Background: an optimization exercise with open tools, aiming at small area, a short achievable clock period and few clock cycles. Do not read the settings as production practice.
Function was not checked in any run shown here: the RTL went through the layout flow alone.
Power is estimated from default activity; no workload was simulated.

File: design/flow/design.v
module frame_ctrl (
    input  wire       clk,
    input  wire       rst,         
    input  wire       rx_valid,
    input  wire [7:0] rx_data,
    output wire       rx_ready,
    output reg        ev_valid,
    output reg  [2:0] ev_kind,
    output reg  [7:0] ev_a,
    output reg  [7:0] ev_b,
    output reg  [1:0] mode,
    output reg        collect,
    output wire       edge_ie,
    output reg  [2:0] alarm
);
    localparam [2:0] EV_CMD    = 3'd1,
                     EV_NOCHAR = 3'd2,
                     EV_TH     = 3'd3,
                     EV_F      = 3'd4,
                     EV_DIAG   = 3'd5,
                     EV_DROP   = 3'd6;
    localparam [1:0] M_IDLE = 2'd0,
                     M_TH   = 2'd1,
                     M_F    = 2'd2;
    localparam [2:0] G_START = 3'd0,    
                     G_NUM1  = 3'd1,    
                     G_SPACE = 3'd2,    
                     G_NUM2  = 3'd3,    
                     G_ERR   = 3'd4;    
    localparam [7:0] MK_SUM = 8'hAD;
    assign rx_ready = 1'b1;
    assign edge_ie  = collect && (mode == M_F);
    reg       bv;
    reg [7:0] b;
    always @(posedge clk) begin
        bv <= rx_valid && !rst;
        b  <= rx_data;
    end
    reg [4:0] len;             
    reg       cmdp;            
    reg [3:0] mk;              
    reg       found;           
    reg [7:0] sum;             
    reg [2:0] gst;             
    reg       snap;            
    reg [7:0] dval;            
    reg       dbig;            
    reg       dgot;            
    reg       ddone;           
    wire first   = (len == 5'd0);
    wire is_term = (b == 8'h0D) || (b == 8'h0A);
    wire is_dig  = (b[7:4] == 4'h3) && (b[3:0] <= 4'd9);
    wire is_sp   = (b == 8'h20);
    wire [3:0] d = b[3:0];
    wire       found_e = !first && found;
    wire [3:0] mk_e    = first ? 4'd0 : mk;
    wire [2:0] gst_e   = first ? G_START : gst;
    wire [7:0] sum_e   = first ? 8'd0 : sum;
    function [7:0] dec_sat;
        input [7:0] v;
        input [3:0] dd;
        begin
            if (v > 8'd25 || (v == 8'd25 && dd > 4'd5))
                dec_sat = 8'd255;
            else
                dec_sat = {v[4:0], 3'd0} + {v[4:0], 1'b0} + {4'd0, dd};
        end
    endfunction
    reg [7:0] mk_ch;
    always @(*) begin
        case (mk_e)
        4'd0: mk_ch = 8'h20;   
        4'd1: mk_ch = 8'h43;   
        4'd2: mk_ch = 8'h48;   
        4'd3: mk_ch = 8'h45;   
        4'd4: mk_ch = 8'h43;   
        4'd5: mk_ch = 8'h4B;   
        4'd6: mk_ch = 8'h53;   
        4'd7: mk_ch = 8'h55;   
        4'd8: mk_ch = 8'h4D;   
        default: mk_ch = 8'h3A;   
        endcase
    end
    reg [7:0] cmd_ch;
    always @(*) begin
        case (len[1:0])
        2'd0: cmd_ch = 8'h43;   
        2'd1: cmd_ch = 8'h4D;   
        2'd2: cmd_ch = 8'h44;   
        default: cmd_ch = 8'h3A;   
        endcase
    end
    function accept;
        input [2:0] g;
        input [1:0] m;
        begin
            accept = (m == M_TH && g == G_NUM2) || (m == M_F && g == G_NUM1);
        end
    endfunction
    wire is_cmd = cmdp && (len >= 5'd4);
    wire ck_ok  = dgot && !dbig && (dval == sum - MK_SUM);
    wire pl_ok  = found ? (ck_ok && snap) : accept(gst, mode);
    reg [2:0] kind;
    always @(*) begin
        if (is_cmd)
            kind = (len == 5'd4) ? EV_NOCHAR : EV_CMD;
        else if (found && !ck_ok)
            kind = EV_DIAG;
        else if (pl_ok)
            kind = (mode == M_TH) ? EV_TH : EV_F;
        else
            kind = EV_DROP;
    end
    always @(posedge clk) begin
        if (rst) begin
            len      <= 5'd0;
            ev_valid <= 1'b0;
            mode     <= M_IDLE;
            collect  <= 1'b0;
            alarm    <= 3'd0;
        end else begin
            ev_valid <= 1'b0;
            if (bv) begin
                if (is_term) begin
                    len <= 5'd0;
                    if (!first) begin
                        ev_valid <= 1'b1;
                        ev_kind  <= kind;
                        if (!(is_cmd && len != 5'd4) && !pl_ok)
                            ev_a <= 8'd0;
                        if (!(!is_cmd && pl_ok && mode == M_TH))
                            ev_b <= 8'd0;
                        if (is_cmd && len != 5'd4) begin
                            case (ev_a)
                            8'h53: collect  <= 1'b1;    
                            8'h45: collect  <= 1'b0;    
                            8'h41: mode     <= M_TH;    
                            8'h42: mode     <= M_F;     
                            8'h31: alarm[0] <= 1'b1;    
                            8'h32: alarm[1] <= 1'b1;
                            8'h33: alarm[2] <= 1'b1;
                            8'h34: alarm[0] <= 1'b0;    
                            8'h35: alarm[1] <= 1'b0;
                            8'h36: alarm[2] <= 1'b0;
                            default: ;
                            endcase
                        end
                    end
                end else if (len == 5'd23) begin
                    len <= 5'd0;    
                end else begin
                    len <= len + 5'd1;
                    if (len < 5'd4)
                        cmdp <= (first || cmdp) && (b == cmd_ch);
                    if (len == 5'd4 && cmdp)
                        ev_a <= b;
                    if (!found_e) begin
                        sum <= sum_e + b;
                        if (b == mk_ch) begin
                            if (mk_e == 4'd9) begin
                                found <= 1'b1;
                                dval  <= 8'd0;
                                dbig  <= 1'b0;
                                dgot  <= 1'b0;
                                ddone <= 1'b0;
                            end else begin
                                found <= 1'b0;
                            end
                            mk <= mk_e + 4'd1;
                        end else begin
                            found <= 1'b0;
                            mk <= is_sp ? 4'd1 : 4'd0;
                        end
                        if (is_sp)
                            snap <= accept(gst_e, mode);
                    end else if (!ddone) begin
                        if (is_dig) begin
                            dgot <= 1'b1;
                            if (dbig || dval > 8'd25 || (dval == 8'd25 && d > 4'd5))
                                dbig <= 1'b1;
                            dval <= dec_sat(dval, d);
                        end else begin
                            ddone <= 1'b1;
                        end
                    end
                    case (gst_e)
                    G_START: if (is_dig) begin
                                 gst  <= G_NUM1;
                                 ev_a <= {4'd0, d};
                             end else gst <= G_ERR;
                    G_NUM1:  if (is_dig) ev_a <= dec_sat(ev_a, d);
                             else if (is_sp) gst <= G_SPACE;
                             else gst <= G_ERR;
                    G_SPACE: if (is_dig) begin
                                 gst  <= G_NUM2;
                                 ev_b <= {4'd0, d};
                             end else if (!is_sp) gst <= G_ERR;
                    G_NUM2:  if (is_dig) ev_b <= dec_sat(ev_b, d);
                             else gst <= G_ERR;
                    default: gst <= G_ERR;
                    endcase
                end
            end
        end
    end
endmodule
File: design/flow/run.sh
#!/bin/bash
# synth_recipe.tcl (not shown) runs the flow's synth.tcl, then flattens the netlist and writes it again
# the make line also repeats each setting of config.mk as NAME=value (left out here)
make -C /OpenROAD-flow-scripts/flow DESIGN_CONFIG=/design/flow/config.mk WORK_HOME=/design/flow/orfs CLKGATE_MAP_FILE= SYNTH_SCRIPT=/design/flow/synth_recipe.tcl finish
File: design/flow/config.mk
export PLATFORM = sky130hd
export DESIGN_NAME = frame_ctrl
export DESIGN_NICKNAME = frame_ctrl
export VERILOG_FILES = /design/flow/design.v
export SDC_FILE = /design/flow/constraint.sdc
export NUM_CORES = 4
export LEC_CHECK = 0
export CAP_MARGIN = 20
export CORE_MARGIN = 2
export CORE_UTILIZATION = 30
export PLACE_DENSITY = 0.5
export SLEW_MARGIN = 20
File: design/flow/constraint.sdc
create_clock -name core_clock -period 10.0 [get_ports {clk}]
set_input_delay 2.0000 -clock core_clock [delete_from_list [all_inputs] [get_ports {clk}]]
set_output_delay 2.0000 -clock core_clock [all_outputs]
set_load 0.01 [all_outputs]
==> out/metrics.cfg, run 1 <==
[final_layout]
finish.instance_area_um2 = 5950
most_frequent_standard_cell_in_the_layout_excluding_fill_and_tap_cells = nor2_1
filler_cells = 1693
layout-drive-gt1-share_pct = 5.14
count_of_antenna_diodes_in_the_layout = 0
design.final.nets = 641
instances_no_fill = 804
post-route-util_pct = 36.0
flow.area_growth_from_synthesis_pct = 18.0
final_cell_mix = 61 x nor2_1, 48 x edfxtp_1, 44 x ha_1, 41 x nand2_1, 40 x a21oi_1

[worst_setup_path]
timing.critical_path.fanout_max = 13
reg2regPathDepth = 12
critical_path_class = input port to flip-flop
critical_path_required_ns = 9.95
cp.arrival_ns = 4.32
critPathLaunchType = input port
nature_of_the_critical_path_endpoint = flip-flop

[sta]
finalSetupTns_ns = 0
clock.fmax_mhz = 229
timing_worst_slew_pin_value_ns = 1.08
setup_viols_final = 0
finalCritPeriodShare_pct = 43.7
period_needed_ns = 4.37
finalHoldViolations = 0
grt_setup_unrepaired = no
timing_max_transition_violations_final = 0
hold-worst-slack_ns = 0.503
slew-limit-headroom_pct = 27.7
finalClockSkew_ns = 0.00794

[power]
powerDensity_nw_per_um2 = 126
peakVddDrop_mv = 0.0783
static_leakage_nw = 2.26

[clock_network]
htreeDepth = 3
postCtsSetupRepairBufs = 0
worst_skew_late_latency_ns = 0.34
cts.repair.resized = 0
number_of_hold_buffers_added_after_cts = 0
tritoncts = done
tritoncts.num_buffers = 9
clock_tree.root_cell = clkbuf_16
tritoncts_num_sinks = 69
worst_setup_hold_path_clk_slew_ns = 0.06
clock_path_buffers = 2

[drt]
detail-route-antenna-nets = 0
drt_pass1_iterations = 4
wl_on_met1_um = 6320
routedWlPerCell_um = 16.2
highest_layer = met4
totalWireLength_um = 13000
route.vias.total = 4177
viasPerCell = 5.20
route.detailed.drc = 0
route.met2.wl_um = 6030
route.met3.wl_um = 422
first_iter_violations = 246

[floorplanning]
floorplan.io_pins = 39
starting_density_of_the_core_pct = 30.5
design.die.area_um2 = 17800
die_w_um = 134
die_y_um = 134
fp-row-count = 47
fp.coreArea_um2 = 16500

[global_route]
pin_count_of_the_biggest_net_entering_global_routing = 22
grt_pass1_wl_um = 21100
grt_pass1_vias = 4081
antenna_found_initial = 0
total_overflow_reported_by_the_global_router = 0
grt_usage_pct = 15.1

[synth]
synth_xor_area_share_pct = 5.21
seq_area_frac_synth_pct = 37.0
yosys.cell_types.count = 65
synth-compound-area-share_pct = 19.3
synth_fp_nets = 608
mux_contribution_to_synthesized_area_pct = 0.199
synthAdderAreaFrac_pct = 13.7
synthCells = 546
main_flop_type_after_synthesis = edfxtp_1
share_of_synthesized_flip_flops_with_an_asynchronous_set_or_reset_pct = 0
synth_seq_cells = 69
synth-simple-area-share_pct = 21.1
yosys_warn_count = 1
synth_edf_count = 48
dominant_combinational_cell_family_by_area_after_synthesis = simple AND/OR/NAND/NOR gates
syn-cell-area_um2 = 5040
syn_avg_cell_area_um2 = 9.23

[place]
dpl.hpwl_um = 9800
placement.cell_area_um2 = 5630
io_buffer_count = 37
place_inst = 788
gp_congestion = 0.830

[min_path]
whs_path_depth = 2
min_path_type = flip-flop to flip-flop

[job]
max_cap_viol_count = 0

[run_status]
status = no timing/DRC/antenna violations

path summary, 6_finish.rpt:
path | start | end | slack [ns]
worst max-delay path | rst | sum[5]$_DFFE_PP_ | 5.63
worst min-delay path | collect$_SDFFE_PP0P_ | collect$_SDFFE_PP0P_ | 0.50
worst max register to register | len[0]$_SDFFE_PP0P_ | dval[4]$_SDFFCE_PN0P_ | 5.67
worst min register to register | collect$_SDFFE_PP0P_ | collect$_SDFFE_PP0P_ | 0.50
logic make-up after synthesis:
kind of cell / after synthesis
and+or+nand+nor: 207
other: 1
AOI/OAI and AO/OA: 146
buffers and inverters: 41
adders and majority gates: 51
DFF: 69
muxes: 1
xor gates and xnor gates: 30
registers in the layout, summed over array words and instances (netlist names):
name,flops
b,8
dgot,1
dbig,1
collect,1
gst,3
ev_valid,1
mode,2
ev_a,8
alarm,3
bv,1
cmdp,1
ev_b,8
mk,4
ddone,1
sum,8
snap,1
dval,8
found,1
len,5
ev_kind,3
synth_stat cells (3+ instances only):
library cell | count | share of area (%)
a211o_1 | 3 | 0.52
and2_1 | 10 | 1.2
o211ai_1 | 6 | 0.89
o211a_1 | 3 | 0.60
o31ai_1 | 5 | 0.75
clkbuf_1 | 15 | 1.1
a311oi_1 | 3 | 0.52
xor2_1 | 15 | 2.6
a31oi_1 | 7 | 0.87
or2_2 | 4 | 0.50
a211oi_1 | 9 | 1.3
nor3b_1 | 5 | 0.75
a21boi_0 | 3 | 0.45
nor2b_1 | 12 | 1.5
nand2b_1 | 14 | 1.7
nor3_1 | 16 | 1.6
fa_1 | 7 | 2.8
or3_1 | 9 | 1.1
nand3_1 | 10 | 0.99
o22ai_1 | 3 | 0.37
a21o_1 | 11 | 1.6
o21bai_1 | 3 | 0.45
nor2_1 | 61 | 4.5
ha_1 | 44 | 11
nand2_1 | 41 | 3.1
nor4_1 | 6 | 0.75
a21oi_1 | 40 | 4.0
edfxtp_1 | 48 | 29
o21a_1 | 5 | 0.75
nand3b_1 | 4 | 0.60
dfxtp_1 | 21 | 8.3
o21ai_0 | 25 | 2.5
xnor2_1 | 15 | 2.6
inv_1 | 21 | 1.6
layout make-up:
class | instances | area, um^2 | share of cell area [%]
clock buffer | 11 | 243 | 4.08
clock inverter | 5 | 73.8 | 1.24
inverter | 21 | 78.8 | 1.33
multi-input combinational | 436 | 3010 | 50.6
sequential | 69 | 1860 | 31.3
tap | 220 | 275 | 4.63
timing repair buffer | 42 | 408 | 6.86
power breakdown:
part / internal (W) / switching (W)
combinational: 0.0000359 / 0.0000439
sequential: 0.000312 / 0.0000124
clock: 0.000223 / 0.000120
total: 0.000571 / 0.000176
worst max-delay path: stages:
cell and delay [ns]:
clkdlybuf4s50_1 0.65, nand2b_1 0.34, nand3b_1 0.41, nor2_1 0.92
layer usage:
| metal | track usage (%) | up-vias |
|---|---|---|
| li1 | - | 2075 |
| met1 | 20.4 | 1997 |
| met2 | 24.4 | 86 |
| met3 | 2.32 | 19 |
| met4 | 5.73 | 0 |
| met5 | 0 | - |
per-stage QoR:
step                      setup slack (ns)  power, W
final                                 5.63  0.000747
after floorplan                       5.46  0.000385
after global placement                5.35  0.000408
after CTS                             5.63  0.000754
after detailed placement              5.28  0.000410
after global routing                  5.42  0.000775
==> run 2: changes to the inputs <==
--- a/design/flow/config.mk
+++ b/design/flow/config.mk
@@ -5,6 +5,7 @@
 export SDC_FILE = /design/flow/constraint.sdc
 export NUM_CORES = 4
 export LEC_CHECK = 0
+export ABC_AREA = 1
 export CAP_MARGIN = 20
 export CORE_MARGIN = 2
 export CORE_UTILIZATION = 30
==> out/metrics.cfg, run 2 <==
[worst_setup_path]
critical_path_class = input port to flip-flop
crit-reg2reg-capture = dval[5]$_SDFFCE_PN0P_
timing.critical_path.fanout_max = 16  ; +3
cp.arrival_ns = 3.98  ; -0.34 ns
nature_of_the_critical_path_endpoint = flip-flop
reg2regPathDepth = 15  ; +3
worst_r2r_startpoint = len[0]$_SDFFE_PP0P_
critical_path_required_ns = 9.96  ; about the same
cp_cell_sequence = clkdlybuf4s50_1, nor2_1, nand2_1, o21ai_1, a21boi_1
critPathLaunchType = input port
slowest_delay_ns = 0.74  ; -0.18 ns
r2r_slack_ns = 6.75  ; +1.08 ns
startpoint = rst
critical_path.slowest_cell = clkdlybuf4s50_1

[sta]
timing_max_transition_violations_final = 0  ; unchanged
period_needed_ns = 4.02  ; -0.351 ns
finalSetupTns_ns = 0  ; unchanged
hold-worst-slack_ns = 0.468  ; -0.0346 ns
clock.fmax_mhz = 249  ; +8.7%
finalHoldViolations = 0  ; unchanged
grt_setup_unrepaired = no
finalCritPeriodShare_pct = 40.2  ; -3.5 points
slew-limit-headroom_pct = 46.7  ; +19 points
setup_viols_final = 0  ; unchanged
timing_worst_slew_pin_value_ns = 0.798  ; -0.282 ns
finalClockSkew_ns = 0.00759  ; -0.000357 ns

[clock_network]
number_of_hold_buffers_added_after_cts = 0  ; unchanged
worst_skew_late_latency_ns = 0.34  ; about the same
clock_tree.root_cell = clkbuf_16
worst_setup_hold_path_clk_slew_ns = 0.06  ; about the same
clock_path_buffers = 2  ; unchanged
postCtsSetupRepairBufs = 0  ; unchanged
cts.repair.resized = 0  ; unchanged
tritoncts = done
tritoncts_num_sinks = 69  ; unchanged
tritoncts.num_buffers = 9  ; unchanged
htreeDepth = 3  ; unchanged

[global_route]
grt_usage_pct = 15.4  ; +0.33 points
pin_count_of_the_biggest_net_entering_global_routing = 26  ; +18%
grt_pass1_vias = 4264  ; +4.5%
total_overflow_reported_by_the_global_router = 0  ; unchanged
grt_pass1_wl_um = 21700  ; +3.0%
antenna_found_initial = 0  ; unchanged

[synth]
yosys.cell_count.top_type = nand2_1
synth_seq_cells = 69  ; unchanged
yosys.cell_types.count = 52  ; -20%
yosys_warn_count = 1  ; unchanged
main_flop_type_after_synthesis = edfxtp_1
synth.top_cells.by_area = edfxtp_1 28%, ha_1 11%, dfxtp_1 8.2%
netlist.top_cell.by_area = edfxtp_1
synth_fp_nets = 689  ; +13%
yosys-top-cells-count = 109 x nand2_1, 105 x inv_1, 48 x edfxtp_1, 47 x nor2_1, 44 x ha_1
seq_area_frac_synth_pct = 36.5  ; -0.48 points
synthCells = 627  ; +15%
share_of_synthesized_flip_flops_with_an_asynchronous_set_or_reset_pct = 0  ; unchanged
syn_avg_cell_area_um2 = 8.14  ; -12%
synth_top_area_share_pct = 28.2  ; -0.37 points
synth_edf_count = 48  ; unchanged
syn-cell-area_um2 = 5100  ; +1.3%

[floorplanning]
die_y_um = 134  ; +0.64%
floorplan.io_pins = 39  ; unchanged
starting_density_of_the_core_pct = 30.8  ; +0.29 points
design.die.area_um2 = 18100  ; +1.3%
fp.coreArea_um2 = 16600  ; +0.36%
fp-row-count = 47  ; unchanged
die_w_um = 134  ; +0.64%

[drt]
routedWlPerCell_um = 15.0  ; -7.6%
detail-route-antenna-nets = 0  ; unchanged
viasPerCell = 4.85  ; -6.6%
route.vias.total = 4341  ; +3.9%
first_iter_violations = 302  ; +23%
drt_pass1_iterations = 5  ; +1
route.detailed.drc = 0  ; unchanged
totalWireLength_um = 13400  ; +2.9%

[final_layout]
final_cell_mix = 109 x nand2_1, 105 x inv_1, 48 x edfxtp_1, 46 x nor2_1, 44 x ha_1
layout-drive-gt1-share_pct = 9.63  ; +4.5 points
design.final.nets = 732  ; +14%
most_frequent_standard_cell_in_the_layout_excluding_fill_and_tap_cells = nand2_1
count_of_antenna_diodes_in_the_layout = 0  ; unchanged
flow.area_growth_from_synthesis_pct = 18.2

[place]
gp_congestion = 0.883  ; +6.3%
dpl.hpwl_um = 10300  ; +4.6%
io_buffer_count = 37  ; unchanged

[power]
peakVddDrop_mv = 0.0801  ; +2.4%
power_report.internal_total_w = 0.000569  ; -0.39%
pwr-share-comb_pct = 13.1  ; +2.4 points
powerDensity_nw_per_um2 = 126  ; +0.48%
clock_network_fraction_of_design_power_pct = 44.5  ; -1.4 points
seqPwrFrac_pct = 42.5  ; -0.9 points
static_leakage_nw = 2.79  ; +24%
switchingPower_w = 0.000194  ; +9.7%
switching_share_pct = 25.4  ; +1.8 points
post-layout-total-power_w = 0.000762  ; +2.0%

[min_path]
min_path_type = flip-flop to flip-flop
worst_hold_startpoint = alarm[2]$_SDFFE_PP0P_
whs_path_depth = 1  ; -1
sink_of_the_worst_hold_path = alarm[2]$_SDFFE_PP0P_

[job]
max_cap_viol_count = 0  ; unchanged

[run_status]
status = no timing/DRC/antenna violations

run 2: cell count changes after synthesis, moves of 9 or more:
cell and delta:
a21o_1 -11, and2_1 -10, clkbuf_1 -11, inv_1 +84, inv_2 +11, nand2_1 +68, nand2b_1 -14, nand3_1 +13
nor2_1 -14, nor2b_1 -12, o21ai_0 +18, or3_1 -9, xnor2_1 -9
run 2: worst max-delay path: cells and delay by family:
kind	cells	cell delay (ns)
simple gates	2	0.39
compound gates	2	0.84
buf+inv	1	0.74
run 2: how the worst max path moves through the flow:
stage / endpoint / slack (ns) / cells past startpoint
global route: ev_a[6]$_SDFFCE_PN0P_ / 5.84 / 5
finish: ev_a[5]$_SDFFCE_PN0P_ / 5.98 / 5
global placement: ev_a[6]$_SDFFCE_PN0P_ / 5.48 / 5
floorplan: ev_a[0]$_SDFFCE_PN0P_ / 6.62 / 4
CTS: ev_a[5]$_SDFFCE_PN0P_ / 5.71 / 5
detailed placement: ev_a[3]$_SDFFCE_PN0P_ / 5.35 / 5
run 2: power groups by stage:
stage               clock (W)  sequential [W]  combinational (W)
finish               0.000339        0.000324          0.0000997
global route         0.000361        0.000324           0.000114
CTS                  0.000348        0.000323           0.000100
detailed placement          0        0.000329          0.0000994
global placement            0        0.000329          0.0000969
floorplan                   0        0.000326          0.0000743
run 2: routing by layer:
| layer | GRT usage, % | vias up | part of all wire, % |
|---|---|---|---|
| met4 | 4.39 | 0 | 1.3 |
| met5 | 0 | - | 0 |
| met3 | 3.63 | 13 | 4.5 |
| met2 | 24.5 | 126 | 46 |
| li1 | - | 2185 | - |
| met1 | 20.9 | 2017 | 48 |
run 2: kinds of logic (layout without fill, tap and decap cells):
group                      Yosys count  count (layout)  synth area share (%)
AOI/OAI and AO/OA                  114             114                  13.2
xor gates and xnor gates            22              22                  3.77
adders and majority gates           51              51                  13.5
buffers and inverters              125             173                  9.44
DFF                                 69              69                  36.5
other                                1               1                0.0735
and+or+nand+nor                    245             245                  23.5
run 2: area by class of cell:
class	instances	area [um^2]
clock buffers	12	236
well taps	220	275
inverters	119	448
flip-flops and latches	69	1860
repair buffers	38	378
multi-input cells	433	2760
fillers	1722	10500
clock inverters	4	72.6
run 2: metrics by stage:
| step | instances | utilization [%] | area [um^2] | worst slack (ns) |
|---|---|---|---|---|
| after floorplan | 627 | - | 5100 | 6.62 |
| after global placement | 879 | 34.5 | 5720 | 5.48 |
| after detailed placement | 879 | 34.5 | 5720 | 5.35 |
| after CTS | 895 | 36.4 | 6030 | 5.71 |
| after global routing | 895 | 36.4 | 6040 | 5.84 |
| final | 895 | 36.4 | 6040 | 5.98 |
==> run 3: changes to the inputs <==
--- a/design/flow/config.mk
+++ b/design/flow/config.mk
@@ -5,9 +5,9 @@
 export SDC_FILE = /design/flow/constraint.sdc
 export NUM_CORES = 4
 export LEC_CHECK = 0
-export ABC_AREA = 1
 export CAP_MARGIN = 20
 export CORE_MARGIN = 2
 export CORE_UTILIZATION = 30
 export PLACE_DENSITY = 0.5
+export SETUP_SLACK_MARGIN = 5
 export SLEW_MARGIN = 20
==> out/metrics.cfg, run 3 <==
[synth]
synth_seq_cells = 69  ; unchanged
synth_top_area_share_pct = 28.6  ; +0.37 points
yosys.cell_types.count = 65  ; +25%
synthCells = 546  ; -13%
yosys.cell_count.top_type = nor2_1
netlist.top_cell.by_area = edfxtp_1
synth_edf_count = 48  ; unchanged
synth_xor_area_share_pct = 5.21  ; +1.4 points
main_flop_type_after_synthesis = edfxtp_1
synthAdderAreaFrac_pct = 13.7  ; +0.18 points
synth-compound-area-share_pct = 19.3  ; +6.1 points
synth-simple-area-share_pct = 21.1  ; -2.4 points
mux_contribution_to_synthesized_area_pct = 0.199  ; +0.20 points
dominant_combinational_cell_family_by_area_after_synthesis = simple AND/OR/NAND/NOR gates
share_of_synthesized_flip_flops_with_an_asynchronous_set_or_reset_pct = 0  ; unchanged
yosys_warn_count = 1  ; unchanged
synth_fp_nets = 608  ; -12%
synth.top_cells.by_area = edfxtp_1 29%, ha_1 11%, dfxtp_1 8.3%
seq_area_frac_synth_pct = 37.0  ; +0.48 points
syn_avg_cell_area_um2 = 9.23  ; +13%
yosys-top-cells-count = 61 x nor2_1, 48 x edfxtp_1, 44 x ha_1, 41 x nand2_1, 40 x a21oi_1
syn-cell-area_um2 = 5040  ; -1.3%

[worst_setup_path]
cp.arrival_ns = 4.32  ; +0.34 ns
critPathLaunchType = input port
timing.critical_path.fanout_max = 13  ; -3
critical_path_required_ns = 9.95  ; about the same
critical_path_class = input port to flip-flop
nature_of_the_critical_path_endpoint = flip-flop

[sta]
clock.fmax_mhz = 229  ; -8.0%
setup_viols_final = 0  ; unchanged
period_needed_ns = 4.37  ; +0.351 ns
slew-limit-headroom_pct = 27.7  ; -19 points
finalCritPeriodShare_pct = 43.7  ; +3.5 points
grt_setup_unrepaired = no
finalHoldViolations = 0  ; unchanged
finalSetupTns_ns = 0  ; unchanged
finalClockSkew_ns = 0.00794  ; +0.000357 ns
timing_worst_slew_pin_value_ns = 1.08  ; +0.282 ns
timing_max_transition_violations_final = 0  ; unchanged

[global_route]
grt_pass1_vias = 4081  ; -4.3%
pin_count_of_the_biggest_net_entering_global_routing = 22  ; -15%
total_overflow_reported_by_the_global_router = 0  ; unchanged
gr-usage-met1_pct = 20.4  ; -0.53 points
globalRouteMet3Util_pct = 2.32  ; -1.3 points
grt_usage_pct = 15.1  ; -0.33 points
antenna_found_initial = 0  ; unchanged
grt.met2_usage_pct = 24.4  ; -0.15 points
global_route.peak_usage_layer = met2
grt_pass1_wl_um = 21100  ; -3.0%

[final_layout]
post-route-util_pct = 36.0  ; -0.41 points
final_cell_mix = 61 x nor2_1, 48 x edfxtp_1, 44 x ha_1, 41 x nand2_1, 40 x a21oi_1
design.final.nets = 641  ; -12%
filler_cells = 1693  ; -1.7%
layout-drive-gt1-share_pct = 5.14  ; -4.5 points
instances_no_fill = 804  ; -10%
most_frequent_standard_cell_in_the_layout_excluding_fill_and_tap_cells = nor2_1
finish.instance_area_um2 = 5950  ; -1.5%
flow.area_growth_from_synthesis_pct = 18.0
count_of_antenna_diodes_in_the_layout = 0  ; unchanged

[floorplanning]
fp-row-count = 47  ; unchanged
starting_density_of_the_core_pct = 30.5  ; -0.29 points
die_y_um = 134  ; -0.63%
floorplan.io_pins = 39  ; unchanged
die_w_um = 134  ; -0.63%
fp.coreArea_um2 = 16500  ; -0.35%
design.die.area_um2 = 17800  ; -1.3%

[place]
dpl.hpwl_um = 9800  ; -4.4%
gp_congestion = 0.830  ; -6.0%
placement.cell_area_um2 = 5630  ; -1.7%
place_inst = 788  ; -10%
io_buffer_count = 37  ; unchanged

[power]
switchingPower_w = 0.000176  ; -8.8%
powerDensity_nw_per_um2 = 126  ; -0.48%
seqPwrFrac_pct = 43.4  ; +0.9 points
switching_share_pct = 23.6  ; -1.8 points
power_report.internal_total_w = 0.000571  ; +0.40%
static_leakage_nw = 2.26  ; -19%
peakVddDrop_mv = 0.0783  ; -2.3%
pwr-share-comb_pct = 10.7  ; -2.4 points
clock_network_fraction_of_design_power_pct = 45.9  ; +1.4 points

[clock_network]
postCtsSetupRepairBufs = 0  ; unchanged
clock_path_buffers = 2  ; unchanged
clock_tree.root_cell = clkbuf_16
tritoncts.num_buffers = 9  ; unchanged
tritoncts_num_sinks = 69  ; unchanged
tritoncts = done
cts.repair.resized = 0  ; unchanged
worst_setup_hold_path_clk_slew_ns = 0.06  ; about the same
number_of_hold_buffers_added_after_cts = 0  ; unchanged
worst_skew_late_latency_ns = 0.34  ; about the same
htreeDepth = 3  ; unchanged

[drt]
route.vias.total = 4177  ; -3.8%
drt_pass1_iterations = 4  ; -1
first_iter_violations = 246  ; -19%
totalWireLength_um = 13000  ; -2.8%
routedWlPerCell_um = 16.2  ; +8.2%
detail-route-antenna-nets = 0  ; unchanged
viasPerCell = 5.20  ; +7.1%
route.detailed.drc = 0  ; unchanged

[job]
max_cap_viol_count = 0  ; unchanged

[min_path]
min_path_type = flip-flop to flip-flop

[run_status]
status = no timing/DRC/antenna violations

run 3: power by group through the flow:
stage / Sequential (W) / Combinational [W] / Clock, W
after floorplan: 0.000324 / 0.0000612 / 0
after global placement: 0.000330 / 0.0000781 / 0
after detailed placement: 0.000330 / 0.0000800 / 0
after CTS: 0.000324 / 0.0000807 / 0.000350
after global routing: 0.000326 / 0.0000903 / 0.000359
final: 0.000324 / 0.0000798 / 0.000343
run 3: kinds of logic after synthesis:
group                    after synthesis
multiplexers                           1
other                                  1
XOR/XNOR                              30
buffers and inverters                 41
adder cells (fa/ha/maj)               51
AND/OR/NAND/NOR                      207
flip-flops                            69
AO/OA/AOI/OAI                        146
run 3: cell type report:
type | instances | area [um^2] | share of cell area, %
Clock inverter | 5 | 73.8 | 1.24
Timing Repair Buffer | 42 | 408 | 6.86
Tap cell | 220 | 275 | 4.63
Inverter | 21 | 78.8 | 1.33
Sequential cell | 69 | 1860 | 31.3
Clock buffer | 11 | 243 | 4.08
Multi-Input combinational cell | 436 | 3010 | 50.6
run 3: path summary, 6_finish.rpt:
check	startpoint	to	slack [ns]	cells past startpoint
worst min register to register	collect$_SDFFE_PP0P_	collect$_SDFFE_PP0P_	0.50	2
worst max register to register	len[0]$_SDFFE_PP0P_	dval[4]$_SDFFCE_PN0P_	5.67	12
worst min-delay path	collect$_SDFFE_PP0P_	collect$_SDFFE_PP0P_	0.50	2
worst max-delay path	rst	sum[5]$_DFFE_PP_	5.63	4
run 3: per-stage QoR:
step	worst slack (ns)	hold slack (ns)	total power [W]
final	5.63	0.503	0.000747
after global routing	5.42	0.543	0.000775
after CTS	5.63	0.509	0.000754
after detailed placement	5.28	0.500	0.000410
after global placement	5.35	0.489	0.000408
after floorplan	5.46	0.472	0.000385
run 3: critical path, cell delays in order:
cell and delay [ns]:
clkdlybuf4s50_1 0.65, nand2b_1 0.34, nand3b_1 0.41, nor2_1 0.92
run 3: per-layer routing:
metal / vias to the layer above / share of wire, %
li1: 2075 / -
met1: 1997 / 49
met2: 86 / 46
met3: 19 / 3.2
met4: 0 / 1.9
met5: - / 0

## port drivers added, routing unchanged
In the flow no input, the clock included, has a driving cell. The finished layouts below were timed again as built, in two steps. Step 1, drivers: a clkbuf_16 drives clk and a buf_2 each remaining input, both assumed. Step 2 also shifts input and output timing later by t, the mid clock arrival at the registers, as if the neighbouring blocks saw the same clock. Three values: ideal, step 1, step 2; two values: the first two.
| run | t, ns | setup slack, ns | worst register clock-pin slew, ns |
|---|---|---|---|
| run 1 | 0.375 | 5.633 / 5.650 / 5.275 | 0.06 / 0.06 |
| run 2 | 0.376 | 5.984 / 6.005 / 5.629 | 0.06 / 0.06 |
| run 3 | 0.375 | 5.633 / 5.650 / 5.275 | 0.06 / 0.06 |
After both steps setup and hold are still met in every run listed.
